What follows belongs to an exercise in optimizing a design on an open flow for small area, a short achievable clock period and few clock cycles; a production flow would make more cautious choices.
Power figures rest on the tool's default switching activity, not on a simulated workload.

== build 57 ==
Design wire_codec, start of the top module:
module wire_codec (
    input  wire        clk,
    input  wire        rst,             
    input  wire        start,
    input  wire [2:0]  start_op,
    input  wire [7:0]  start_n,         
    input  wire [15:0] start_cmd,       
    input  wire [7:0]  start_addr,      
    input  wire [7:0]  start_crc,       
    output reg         busy,
    input  wire        in_valid,
    input  wire [7:0]  in_data,
    output reg         in_ready,
    output reg         out_valid,
    output reg  [7:0]  out_data,
    input  wire        out_ready,
    output reg         done,
    output wire [15:0] status,
    output wire [7:0]  res_crc,
    output wire [7:0]  res_len
);
    localparam [2:0] OP_CRC_GEN   = 3'd0,
                     OP_CRC_CHECK = 3'd1,
                     OP_I2C_WRITE = 3'd2,
                     OP_I2C_READ  = 3'd3,
                     OP_SHDLC_TX  = 3'd4;
    localparam [3:0] S_IDLE  = 4'd0,
                     S_FIN   = 4'd1,    
                     S_CRC   = 4'd2,    
                     S_W_CMD = 4'd3,    
                     S_W_HI  = 4'd4,    
                     S_W_LO  = 4'd5,    
                     S_W_CRC = 4'd6,    
                     S_R_HI  = 4'd7,    
                     S_R_LO  = 4'd8,    
                     S_R_CRC = 4'd9,    
                     S_T_H0  = 4'd10,   
                     S_T_H1  = 4'd11,   
                     S_T_H2  = 4'd12,   
                     S_T_PAY = 4'd13,   
                     S_T_CHK = 4'd14,   
                     S_T_EOF = 4'd15;   
    function [7:0] crc_step;
        input [7:0] acc;
        input [7:0] b;
        integer k;
        reg [7:0] a;
        begin
            a = acc ^ b;
            for (k = 0; k < 8; k = k + 1) begin
                if (a[7]) a = {a[6:0], 1'b0} ^ 8'h31;
                else      a = {a[6:0], 1'b0};
            end
            crc_step = a;
        end
    endfunction
    function [7:0] crc_unstep;
        input [7:0] e;
        integer k;
        reg [7:0] a;
        begin
            a = e;
            for (k = 0; k < 8; k = k + 1) begin
  ...
Size: roughly 5800 um2 of cells after synthesis.
export LEC_CHECK = 0
export CAP_MARGIN = 20
export CORE_MARGIN = 2
export CORE_UTILIZATION = 30
export SETUP_SLACK_MARGIN = 3.0
export SLEW_MARGIN = 20
export TNS_END_PERCENT = 0
create_clock -name core_clock -period 5.0 [get_ports {clk}]
standard.sh (not shown) runs the stock make flow with config.mk's settings and CLKGATE_MAP_FILE= SYNTH_SCRIPT=/design/flow/synth_recipe.tcl, a recipe that flattens the netlist after the stock synthesis.
==> flow/flow/run.sh <==
#!/bin/bash
# Standard layout, with the port buffers made from buf_4 cells instead of the smallest buffer.
set -euo pipefail
export BUFFER_PORTS_ARGS="-buffer_cell sky130_fd_sc_hd__buf_4"
bash standard.sh > standard_flow.log 2>&1
For trial 97, these inputs were changed with respect to build 57:
Settings: changing SETUP_SLACK_MARGIN from 3.0 to 3.4.
==> flow/run.sh (new file) <==
#!/bin/bash
# synth_recipe.tcl (not shown) runs the flow's synth.tcl, then flattens the netlist and writes it again
# the make line also repeats each setting of config.mk as NAME=value (left out here)
make -C /OpenROAD-flow-scripts/flow DESIGN_CONFIG=/design/flow/config.mk WORK_HOME=/design/flow/orfs CLKGATE_MAP_FILE= SYNTH_SCRIPT=/design/flow/synth_recipe.tcl finish
removed: flow/flow/run.sh
removed: flow/standard.sh
## What came out
Against build 57, trial 97 comes in 4.2% higher on wire length. The run showing the greater worst hold slack is trial 97. Taking build 57 over trial 97, the switching power summed over all nets ratio works out to 0.946.
No functional check of the RTL was part of any run of this note.

## build 48
The RTL this note starts from:
==> flow/design.v <==
module wire_codec (
    input  wire        clk,
    input  wire        rst,             
    input  wire        start,
    input  wire [2:0]  start_op,
    input  wire [7:0]  start_n,         
    input  wire [15:0] start_cmd,       
    input  wire [7:0]  start_addr,      
    input  wire [7:0]  start_crc,       
    output wire        busy,
    input  wire        in_valid,
    input  wire [7:0]  in_data,
    output wire        in_ready,
    output reg         out_valid,
    output reg  [7:0]  out_data,
    input  wire        out_ready,
    output wire        done,
    output wire [15:0] status,
    output wire [7:0]  res_crc,
    output wire [7:0]  res_len
);
    localparam [2:0] OP_CRC_GEN   = 3'd0,
                     OP_CRC_CHECK = 3'd1,
                     OP_I2C_WRITE = 3'd2,
                     OP_I2C_READ  = 3'd3,
                     OP_SHDLC_TX  = 3'd4;
    function [7:0] crc_step;
        input [7:0] acc;
        input [7:0] b;
        integer k;
        reg [7:0] a;
        begin
            a = acc ^ b;
            for (k = 0; k < 8; k = k + 1) begin
                if (a[7]) a = {a[6:0], 1'b0} ^ 8'h31;
                else      a = {a[6:0], 1'b0};
            end
            crc_step = a;
        end
    endfunction
    function [7:0] crc_unstep;
        input [7:0] e;
        integer k;
        reg [7:0] a;
        begin
            a = e;
            for (k = 0; k < 8; k = k + 1) begin
                if (a[0]) a = {1'b1, a[7:1] ^ 7'h18};
                else      a = {1'b0, a[7:1]};
            end
            crc_unstep = a;
        end
    endfunction
    function [7:0] sub8;
        input [7:0] a;
        input [7:0] b;
        integer i, d;
        reg [8:0] g, p, g2, p2;
        begin
            g = {a & ~b, 1'b1};
            p = {a ^ ~b, 1'b0};
            for (d = 1; d < 9; d = d * 2) begin
                g2 = g; p2 = p;
                for (i = d; i < 9; i = i + 1) begin
                    g2[i] = g[i] | (p[i] & g[i - d]);
                    p2[i] = p[i] & p[i - d];
                end
                g = g2; p = p2;
            end
            sub8 = (a ^ ~b) ^ g[7:0];
        end
    endfunction
    function is_reserved;
        input [7:0] b;
        begin
            is_reserved = (b == 8'h7E) || (b == 8'h7D) || (b == 8'h11) || (b == 8'h13);
        end
    endfunction
    reg s_fin;             
    reg s_crc;             
    reg s_wcmd;            
    reg s_whi, s_wlo;      
    reg s_wcrc;            
    reg s_rhi, s_rlo;      
    reg s_rcrc;            
    reg s_th0, s_th1, s_th2;  
    reg s_tpay;            
    reg s_tchk;            
    reg s_teof;            
    reg       bz_any;      
    reg       dn_any;      
    reg       dn_out;      
    reg       ir_any;      
    reg       ir_out;      
    reg [7:0] cnt;         
    reg [7:0] acc;         
    reg [7:0] p0, p1;      
    reg       chk;         
    reg       bad;         
    reg       bcnt;        
    reg       lo_pend;     
    reg       esc;         
    reg       esc6, esc1;  
    reg [5:0] nlen;        
    reg       inc;         
    assign status  = {14'd0, bcnt, bad};
    assign res_crc = acc;
    assign res_len = {1'b0, nlen, 1'b0};
    wire of      = !out_valid || out_ready;    
    wire fin_now = s_fin && !lo_pend && of;    
    assign busy     = bz_any && !(dn_out && out_ready);
    assign done     = dn_any || (dn_out && out_ready);
    assign in_ready = ir_any || (ir_out && out_ready);
    wire s_thdr = s_th0 | s_th1 | s_th2;
    wire take   = in_valid && in_ready;
    wire accept = start && !busy;
    wire a_crc  = (start_op == OP_CRC_GEN) || (start_op == OP_CRC_CHECK);
    wire a_chk  = (start_op == OP_CRC_CHECK);
    wire a_i2c  = (start_op == OP_I2C_WRITE) || (start_op == OP_I2C_READ);
    wire a_wr   = (start_op == OP_I2C_WRITE);
    wire a_rd   = (start_op == OP_I2C_READ);
    wire a_tx   = (start_op == OP_SHDLC_TX);
    wire a_bcnt = a_i2c && (start_n[0] || (start_n > 8'd64));
    wire cnt0   = (cnt == 8'd0);
    wire cnt1   = (cnt == 8'd1);
    wire [7:0] crc_x   = acc ^ in_data;
    wire [7:0] crc_out = crc_step(acc, in_data);
    wire       match   = (crc_x == 8'd0);    
    wire       chk_eq  = (crc_x == p1);      
    wire [7:0] data_byte = ({8{s_wcmd | s_thdr | s_rcrc}} & p0)
                         | ({8{s_whi | s_wlo | s_tpay}} & in_data)
                         | ({8{s_wcrc | s_tchk}} & acc)
                         | ({8{!busy}} & start_cmd[15:8]);
    wire       t_res     = (s_thdr && is_reserved(p0))
                         | (s_tpay && is_reserved(in_data))
                         | (s_tchk && is_reserved(acc));
    wire       k_7e      = s_teof || !busy;
    wire [7:0] k_byte    = esc ? {1'b0, esc6, !esc6, 1'b1, esc6, esc6, esc1, !(esc6 && esc1)}
                               : {6'b011111, k_7e, !k_7e};
    wire       use_k     = esc || s_teof || (!busy && a_tx) || t_res;
    wire [7:0] b1        = use_k ? k_byte : data_byte;
    wire t_go   = !esc && (s_tpay ? take : ((s_thdr | s_tchk) && of));
    wire eof_go = !esc && s_teof && of;
    wire esc_go = esc && of;
    wire r_take = s_rcrc && take;
    wire r_ok   = r_take && !bad && match;
    wire lo_go  = lo_pend && of;
    wire produce = (accept && ((a_wr && !a_bcnt) || a_tx))
                 | ((s_wcmd | s_wcrc) && of)
                 | (take && (s_whi | s_wlo))
                 | t_go | eof_go | esc_go | r_ok | lo_go;
    wire r_last  = r_take && cnt1;
    wire finish  = (s_crc && ((take && cnt1) || cnt0))
                 | (s_rhi && cnt0)
                 | (r_last && !r_ok && !lo_pend);
    wire to_fin  = (accept && a_bcnt)
                 | (s_wcmd && of && cnt0)
                 | (s_wcrc && of && cnt1)
                 | (r_last && (r_ok || lo_pend))
                 | eof_go
                 | (s_fin && !fin_now);
    wire out_valid_d = produce || (out_valid && !out_ready);
    wire lo_pend_d   = r_ok || (lo_pend && !of);
    wire esc_d       = t_go ? t_res : (esc && !esc_go);
    wire bad_d = accept ? (a_chk && start_crc != 8'hFF)
               : (s_crc && take) ? (chk && !chk_eq)
               : (bad || (r_take && !match));
    wire n_crc  = (accept && a_crc) || (s_crc && !finish);
    wire n_wcmd = (accept && a_wr && !a_bcnt) || (s_wcmd && !of);
    wire n_whi  = (s_wcmd && of && !cnt0) || (s_wcrc && of && !cnt1) || (s_whi && !take);
    wire n_wlo  = (s_whi && take) || (s_wlo && !take);
    wire n_wcrc = (s_wlo && take) || (s_wcrc && !of);
    wire n_rhi  = (accept && a_rd && !a_bcnt) || (s_rhi && !take && !cnt0) || (r_take && !cnt1);
    wire n_rlo  = (s_rhi && take) || (s_rlo && !take);
    wire n_rcrc = (s_rlo && take) || (s_rcrc && !take);
    wire n_th0  = (accept && a_tx) || (s_th0 && !t_go);
    wire n_th1  = (s_th0 && t_go) || (s_th1 && !t_go);
    wire n_th2  = (s_th1 && t_go) || (s_th2 && !t_go);
    wire n_tpay = (s_th2 && t_go && !cnt0) || (s_tpay && !(t_go && cnt1));
    wire n_tchk = (s_th2 && t_go && cnt0) || (s_tpay && t_go && cnt1) || (s_tchk && !t_go);
    wire n_teof = (s_tchk && t_go) || (s_teof && !eof_go);
    wire ir_any_d = n_crc || n_rlo || (n_rcrc && bad);
    wire ir_out_d = n_whi || n_wlo || n_rhi || (n_rcrc && !bad) || (n_tpay && !esc_d);
    always @(posedge clk) begin
        if (of)
            out_data <= lo_go ? p0 : b1;
        out_valid <= out_valid_d;
        lo_pend   <= lo_pend_d;
        bz_any <= (accept || (busy && !finish)) && !(to_fin && !lo_pend_d && !out_valid_d);
        dn_any <= finish || (to_fin && !lo_pend_d && !out_valid_d);
        dn_out <= to_fin && !lo_pend_d;
        s_fin  <= to_fin;
        s_crc  <= n_crc;
        s_wcmd <= n_wcmd;
        s_whi  <= n_whi;
        s_wlo  <= n_wlo;
        s_wcrc <= n_wcrc;
        s_rhi  <= n_rhi;
        s_rlo  <= n_rlo;
        s_rcrc <= n_rcrc;
        s_th0  <= n_th0;
        s_th1  <= n_th1;
        s_th2  <= n_th2;
        s_tpay <= n_tpay;
        s_tchk <= n_tchk;
        s_teof <= n_teof;
        ir_any <= ir_any_d;
        ir_out <= ir_out_d;
        bad    <= bad_d;
        esc    <= esc_d;
        if (accept || (s_wcrc && of) || r_take)
            acc <= 8'hFF;
        else if (take || (s_thdr && t_go))
            acc <= (s_thdr | s_tpay) ? sub8(acc, s_tpay ? in_data : p0) : crc_out;
        if (accept)
            p0 <= a_tx ? start_addr : start_cmd[7:0];
        else if ((s_rhi && take) || (s_thdr && t_go) || r_ok)
            p0 <= s_rhi ? in_data : p1;
        if (accept)
            p1 <= a_chk ? crc_unstep(start_crc) : start_cmd[7:0];
        else if ((s_rlo && take) || (s_thdr && t_go))
            p1 <= s_thdr ? cnt : in_data;
        if (accept)
            cnt <= a_i2c ? {1'b0, start_n[7:1]} : start_n;
        else if ((take && (s_crc | s_rcrc | s_tpay)) || (s_wcrc && of))
            cnt <= cnt - 8'd1;
        if (accept) begin
            chk  <= a_chk;
            bcnt <= a_bcnt;
            nlen <= 6'd0;
        end else if (inc)
            nlen <= nlen + 6'd1;
        inc <= r_ok;
        if (t_go) begin
            esc6 <= data_byte[6];
            esc1 <= data_byte[1];
        end
        if (rst) begin
            bz_any    <= 1'b0;
            dn_any    <= 1'b0;
            dn_out    <= 1'b0;
            ir_any    <= 1'b0;
            ir_out    <= 1'b0;
            out_valid <= 1'b0;
            lo_pend   <= 1'b0;
            esc       <= 1'b0;
            inc       <= 1'b0;
            s_fin     <= 1'b0;
            s_crc     <= 1'b0;
            s_wcmd    <= 1'b0;
            s_whi     <= 1'b0;
            s_wlo     <= 1'b0;
            s_wcrc    <= 1'b0;
            s_rhi     <= 1'b0;
            s_rlo     <= 1'b0;
            s_rcrc    <= 1'b0;
            s_th0     <= 1'b0;
            s_th1     <= 1'b0;
            s_th2     <= 1'b0;
            s_tpay    <= 1'b0;
            s_tchk    <= 1'b0;
            s_teof    <= 1'b0;
        end
    end
endmodule
Settings: LEC_CHECK=0, CAP_MARGIN=20, CORE_MARGIN=2, CORE_UTILIZATION=30, SETUP_SLACK_MARGIN=3.0, SLEW_MARGIN=20, TNS_END_PERCENT=0; clock period 5.0 ns.
==> flow/flow/run.sh <==
#!/bin/bash
# Standard layout, with the port buffers made from buf_4 cells instead of the smallest
# buffer, and timing repair free to change a cell's footprint when it resizes it.
set -euo pipefail
export BUFFER_PORTS_ARGS="-buffer_cell sky130_fd_sc_hd__buf_4"
bash standard.sh MATCH_CELL_FOOTPRINT=0 finish > standard_flow.log 2>&1
Build 48 reached the end of the flow, and the finished layout is clean on the timing, design-rule and antenna checks.
Changes in build 52 relative to build 48:
==> flow/flow/run.sh <==
#!/bin/bash
# Standard layout, with the port buffers made from buf_4 cells instead of the smallest buffer.
set -euo pipefail
export BUFFER_PORTS_ARGS="-buffer_cell sky130_fd_sc_hd__buf_4"
bash standard.sh > standard_flow.log 2>&1
Notes after the runs:
For worst reg-to-reg setup slack, build 48 and build 52 come out practically identical.
Status: synthesized flop and latch total parity (build 52, build 48)
| minimum period implied by the final worst setup slack | build 52 vs build 48 | ≈ equal |
Summary of build 52 over build 48: wire length of the first global-routing pass held, count of inserted tapcells held, number of standard cells after synthesis held, utilization held.
Function was not checked in any run of this note: the RTL went through the layout flow alone.

==> afterwards: timing with drivers on the ports <==
The results above use ideal ports. As a check the final layouts listed here were re-extracted and re-timed, cells and wires unchanged.
Step 1 assumes that a clkbuf_16 drives the clock port and a buf_2 every other input.
Step 2 times the ports against the registers' clock, not the clock port: input delays grow and output delays shrink by t, the midpoint of the rising clock arrivals with the driver on.
Slacks: ideal ports / drivers / drivers and shift; pairs: ideal ports / drivers.
| run | t (ns) | setup WS [ns] | slew at the worst register clock pin (ns) | worst data-port slew with drivers (ns) | pins driven straight from the clock port |
|---|---|---|---|---|---|
| build 57 | 0.394 | 2.229 / 2.256 / 1.862 | 0.06 / 0.06 | 0.05 | 1 |
| trial 97 | 0.389 | 2.303 / 2.313 / 1.924 | 0.06 / 0.06 | 0.04 | 1 |
| build 48 | 0.378 | 2.404 / 2.399 / 2.022 | 0.07 / 0.07 | 0.06 | 1 |
| build 52 | 0.378 | 2.404 / 2.399 / 2.022 | 0.07 / 0.07 | 0.06 | 1 |
After both steps setup and hold are still met in every run listed.
